What follows belongs to an exercise in optimizing a design on an open flow for small area; a production flow would make more cautious choices. In this exercise RTL edits were held to simulation tests only and were not proved equivalent to the original. No driver is modelled on the clock port, so clocking that relies on it looks cheaper here than on a real chip. Power and IR drop assume default switching activity.

Design tiny16, start of the top module:
module tiny16 (
    input  wire        clk,
    input  wire        rst,
    input  wire [15:0] start_pc,
    output wire        mem_valid,
    output wire [14:0] mem_addr,
    output wire [1:0]  mem_wstrb,
    output wire [15:0] mem_wdata,
    input  wire        mem_ready,
    input  wire [15:0] mem_rdata,
    output wire        uart_valid,
    output wire [7:0]  uart_data,
    output wire        halted,
    output wire        fault,
    output wire [15:0] fault_pc,
    output wire [4:0]  fault_op
);
    localparam OP_NOP  = 5'h00, OP_HALT = 5'h01, OP_LDI  = 5'h02, OP_MOV  = 5'h03,
               OP_ADD  = 5'h04, OP_SUB  = 5'h05, OP_AND  = 5'h06, OP_OR   = 5'h07,
               OP_XOR  = 5'h08, OP_NOT  = 5'h09, OP_SHL  = 5'h0A, OP_SHR  = 5'h0B,
               OP_ADDI = 5'h0C, OP_CMPI = 5'h0D, OP_CMP  = 5'h0E, OP_LD   = 5'h0F,
               OP_ST   = 5'h10, OP_LDB  = 5'h11, OP_STB  = 5'h12, OP_LDS  = 5'h13,
               OP_STS  = 5'h14, OP_JMP  = 5'h15, OP_JZ   = 5'h16, OP_JNZ  = 5'h17,
               OP_JC   = 5'h18, OP_JN   = 5'h19, OP_CALL = 5'h1A, OP_RET  = 5'h1B,
               OP_IN   = 5'h1C, OP_OUT  = 5'h1D;
  ...
Settings: LEC_CHECK=0, ABC_AREA=1, CAP_MARGIN=20, CORE_MARGIN=2, CORE_UTILIZATION=40, PLACE_DENSITY=0.6, SLEW_MARGIN=20; clock period 10.0 ns.
standard.sh (not shown) runs the stock make flow with config.mk's settings and CLKGATE_MAP_FILE= SYNTH_SCRIPT=/design/flow/synth_recipe.tcl, a recipe that flattens the netlist after the stock synthesis.
==> flow/flow/run.sh <==
#!/bin/bash
# Own flow: the standard ORFS layout (the standard.sh, standard synthesis
# unchanged) with these placement/CTS options changed:
#  - after floorplan, flow/rmp.tcl re-maps the combinational logic for area
#    with OpenROAD's restructure (ABC), using only cells the platform allows;
#    registers are untouched
#  - port buffers use the small sky130_fd_sc_hd__buf_1 cell (every input and
#    output port still gets its buffer)
#  - clock tree: no dummy loads, clkbuf_8 buffers driving up to 15 sinks
#  - after CTS, flow/downsize.tcl gives combinational cells the smallest drive
#    strength that keeps slews, capacitances and timing clean
# The make output goes to flow_make.log; ORFS keeps each step's log under orfs/logs.
set -euo pipefail
export BUFFER_PORTS_ARGS="-buffer_cell sky130_fd_sc_hd__buf_1"
export CTS_ARGS="-sink_clustering_enable -repair_clock_nets -dont_use_dummy_load -buf_list {sky130_fd_sc_hd__clkbuf_8} -sink_clustering_size 15 -sink_clustering_max_diameter 100"
export POST_FLOORPLAN_TCL="$(pwd)/flow/rmp.tcl"
export POST_CTS_TCL="$(pwd)/flow/downsize.tcl"
bash standard.sh finish > flow_make.log 2>&1
==> flow/flow/downsize.tcl <==
# POST_CTS hook: give each combinational cell the smallest drive strength of
# its family (same function, e.g. nand2_4 -> nand2_1) when the result keeps
# every slew and capacitance well inside the library limits and timing met.
# Flip-flops and clock-tree buffers are left alone. Placement is legalized
# again afterwards.
estimate_parasitics -placement
set ::ds_slew_limit 0.4
set ds_tried 0
set ds_done 0
proc ds_pin_slew_ok {inst} {

  foreach pin [get_pins -of_objects $inst -filter "direction == output"] {
    foreach p {slew_max_rise slew_max_fall} {
      set s [get_property $pin $p]
      if {![string is double -strict $s] || $s > $::ds_slew_limit} { return 0 }
    }
  }
  return 1
}
proc ds_timing_ok {} {
  if {[sta::max_slew_violation_count] > 0} { return 0 }
  if {[sta::max_capacitance_violation_count] > 0} { return 0 }
  if {[sta::worst_slack_cmd max] < 1.0e-9} { return 0 }
  if {[sta::worst_slack_cmd min] < 5.0e-11} { return 0 }
  return 1
}
set ds_dont_use $::env(DONT_USE_CELLS)
foreach inst [get_cells *] {
  set ref [get_property $inst ref_name]
  if {![regexp {^sky130_fd_sc_hd__([a-z0-9]+)_([0-9]+)$} $ref -> base drv]} { continue }
  if {$drv <= 1} { continue }
  if {[regexp {^(df|edf|sdf|sedf|dl|clk|tap|fill|decap|conb|diode|lpflow|probe)} $base]} { continue }
  set name [get_property $inst full_name]
  foreach d {0 1 2} {
    if {$d >= $drv} { break }
    set cand sky130_fd_sc_hd__${base}_$d
    if {[lsearch -exact $ds_dont_use $cand] >= 0} { continue }
    if {[llength [get_lib_cells -quiet */$cand]] == 0} { continue }
    incr ds_tried
    replace_cell $name $cand
    if {[ds_pin_slew_ok $inst] && [ds_timing_ok]} {
      incr ds_done
      puts "downsize: $name $ref -> $cand"
      break
    }
    replace_cell $name $ref
  }
}
puts "downsize: $ds_done of $ds_tried tried swaps kept"
detailed_placement
check_placement -verbose
estimate_parasitics -placement
==> flow/flow/rmp.tcl <==
# POST_FLOORPLAN hook: re-map the combinational logic for area with
# OpenROAD's restructure (ABC). Registers are not touched. ABC gets a copy of
# the platform liberty without the cells the flow must not use (the
# platform's don't-use list, and every lpflow/probe/diode/tap/fill/decap cell).
set rmp_src [lindex $::env(LIB_FILES) 0]
set rmp_lib $::env(OBJECTS_DIR)/rmp_filtered.lib
set rmp_skip {}
foreach c $::env(DONT_USE_CELLS) { dict set rmp_skip $c 1 }
set fi [open $rmp_src r]
set fo [open $rmp_lib w]
set rmp_drop 0
set rmp_dropped 0
while {[gets $fi line] >= 0} {
  if {!$rmp_drop && [regexp {^    cell \("?([A-Za-z0-9_]+)"?\)} $line -> cname]} {
    if {[dict exists $rmp_skip $cname] ||
        [regexp {lpflow|probe|diode|tapvpwrvgnd|fill_|decap|macro_sparecell|conb} $cname]} {
      set rmp_drop 1
      incr rmp_dropped
      continue
    }
  }
  if {$rmp_drop} {
    if {$line eq "    \}"} { set rmp_drop 0 }
    continue
  }
  puts $fo $line
}
close $fi
close $fo
puts "rmp: dropped $rmp_dropped cells from the liberty copy for restructure"
restructure -target area -liberty_file $rmp_lib \
  -tielo_port "sky130_fd_sc_hd__conb_1/LO" -tiehi_port "sky130_fd_sc_hd__conb_1/HI" \
  -work_dir $::env(OBJECTS_DIR) -abc_logfile $::env(LOG_DIR)/2_rmp_abc.log
Rerun with:
--- a/flow/flow/run.sh
+++ b/flow/flow/run.sh
@@ -3,5 +3,2 @@
 # unchanged) with these placement/CTS options changed:
-#  - after floorplan, flow/rmp.tcl re-maps the combinational logic for area
-#    with OpenROAD's restructure (ABC), using only cells the platform allows;
-#    registers are untouched
 #  - port buffers use the small sky130_fd_sc_hd__buf_1 cell (every input and
@@ -15,3 +12,2 @@
 export CTS_ARGS="-sink_clustering_enable -repair_clock_nets -dont_use_dummy_load -buf_list {sky130_fd_sc_hd__clkbuf_8} -sink_clustering_size 15 -sink_clustering_max_diameter 100"
-export POST_FLOORPLAN_TCL="$(pwd)/flow/rmp.tcl"
 export POST_CTS_TCL="$(pwd)/flow/downsize.tcl"
removed: flow/flow/rmp.tcl
=>
- The changed run finished with timing, DRC and antenna clean
- cell area is higher by a little under a tenth
- routed wire length goes up by about a fifth
- worst setup slack improved by 2400 ps
- non-clock buffer count decreases by 3
- synthesized area is unchanged
- clock skew went down by 24 ps
- critical path depth drops by 4
- power went up by a few percent
- clock power climbs slightly
Rerun with:
==> flow/flow/run.sh (replaced) <==
#!/bin/bash
# Own flow: the standard ORFS layout (the standard.sh, standard synthesis
# unchanged) with two placement/CTS options changed:
#  - port buffers use the small sky130_fd_sc_hd__buf_1 cell (every input and
#    output port still gets its buffer)
#  - clock tree: no dummy loads, clkbuf_8 buffers driving up to 15 sinks
set -euo pipefail
export BUFFER_PORTS_ARGS="-buffer_cell sky130_fd_sc_hd__buf_1"
export CTS_ARGS="-sink_clustering_enable -repair_clock_nets -dont_use_dummy_load -buf_list {sky130_fd_sc_hd__clkbuf_8} -sink_clustering_size 15 -sink_clustering_max_diameter 100"
bash standard.sh finish > flow_make.log 2>&1
removed: flow/flow/downsize.tcl
First-iteration DRC count came out lower slightly; flip-flop and latch count stays the same; synthesized cell count does not change; area after synthesis stays the same; core utilization is higher by 0.69 points; via count is higher slightly; die area does not change; power came out higher slightly; sequential share of layout area goes down by 0.85 points; cell count is unchanged; maximum frequency is about the same.

========
Another version of the RTL of tiny16 (not shown whole).
Size in the first run: about 980 cells after synthesis.
==> flow/config.mk <==
export PLATFORM = sky130hd
export DESIGN_NAME = tiny16
export DESIGN_NICKNAME = tiny16
export VERILOG_FILES = /design/flow/design.v
export SDC_FILE = /design/flow/constraint.sdc
export NUM_CORES = 4
export LEC_CHECK = 0
export ABC_AREA = 1
export CAP_MARGIN = 20
export CORE_MARGIN = 2
export CORE_UTILIZATION = 40
export PLACE_DENSITY = 0.6
export SLEW_MARGIN = 20
==> flow/constraint.sdc <==
create_clock -name core_clock -period 10.0 [get_ports {clk}]
set_input_delay 2.0000 -clock core_clock [delete_from_list [all_inputs] [get_ports {clk}]]
set_output_delay 2.0000 -clock core_clock [all_outputs]
set_load 0.01 [all_outputs]
==> flow/flow/run.sh <==
#!/bin/bash
# Own flow: the standard ORFS layout (the standard.sh, standard synthesis
# unchanged) with two placement/CTS options changed:
#  - port buffers use the small sky130_fd_sc_hd__buf_1 cell (every input and
#    output port still gets its buffer)
#  - clock tree: no dummy loads, clkbuf_4 buffers driving up to 8 sinks
set -euo pipefail
export BUFFER_PORTS_ARGS="-buffer_cell sky130_fd_sc_hd__buf_1"
export CTS_ARGS="-sink_clustering_enable -repair_clock_nets -dont_use_dummy_load -buf_list {sky130_fd_sc_hd__clkbuf_4} -sink_clustering_size 8 -sink_clustering_max_diameter 50"
bash standard.sh finish > flow_make.log 2>&1
The first run finished with timing, DRC and antenna clean.
Change:
==> flow/flow/run.sh (replaced) <==
#!/bin/bash
# Own flow: the standard ORFS layout (the standard.sh, standard synthesis
# unchanged) with two placement/CTS options changed:
#  - port buffers use the small sky130_fd_sc_hd__buf_1 cell (every input and
#    output port still gets its buffer)
#  - clock tree: no dummy loads, clkbuf_8 buffers driving up to 15 sinks
set -euo pipefail
export BUFFER_PORTS_ARGS="-buffer_cell sky130_fd_sc_hd__buf_1"
export CTS_ARGS="-sink_clustering_enable -repair_clock_nets -dont_use_dummy_load -buf_list {sky130_fd_sc_hd__clkbuf_8} -sink_clustering_size 15 -sink_clustering_max_diameter 100"
bash standard.sh finish > flow_make.log 2>&1
Outcome:
- The new run completed with no timing, DRC or antenna violations
- setup slack improved by 0.095 ns
- utilization fell by 0.12 points
- via count fell by 1.1%
- cell count fell by 1.5%
- total power fell by 1.2%
- non-clock buffer count stays the same
- clock skew fell by 0.032 ns
- sequential cell count does not change

afterwards: timing with drivers on the ports:
The results above use ideal ports. As a check the final layouts listed here were re-extracted and re-timed, cells and wires unchanged. Step 1 sets driving cells, clkbuf_16 on the clock port and buf_2 on the other inputs (assumed; they add their load-dependent delay and slew). Step 2, shift: input delay + t, output delay - t, t = (earliest + latest rising clock arrival at the registers) / 2. This alone moves slack from input paths to output paths. Slacks: no drivers / after step 1 / after step 2; pairs: no drivers / after step 1.
run | t (ns) | setup slack, ns | worst hold slack (ns) | slew at the worst register clock pin (ns)
the first run of note 1 | 0.541 | 2.494 / 2.452 / 2.993 | 0.265 / 0.265 / 0.265 | 0.10 / 0.10
the second run of note 1 | 0.539 | 4.892 / 4.847 / 5.387 | 0.308 / 0.308 / 0.308 | 0.10 / 0.10
the third run of note 1 | 0.538 | 4.894 / 4.850 / 5.389 | 0.308 / 0.308 / 0.308 | 0.10 / 0.10
the first run of note 2 | 0.633 | 4.593 / 4.555 / 5.187 | 0.280 / 0.280 / 0.280 | 0.09 / 0.09
the second run of note 2 | 0.554 | 4.688 / 4.642 / 5.196 | 0.324 / 0.324 / 0.324 | 0.11 / 0.11
After both steps every run listed still meets setup and hold.
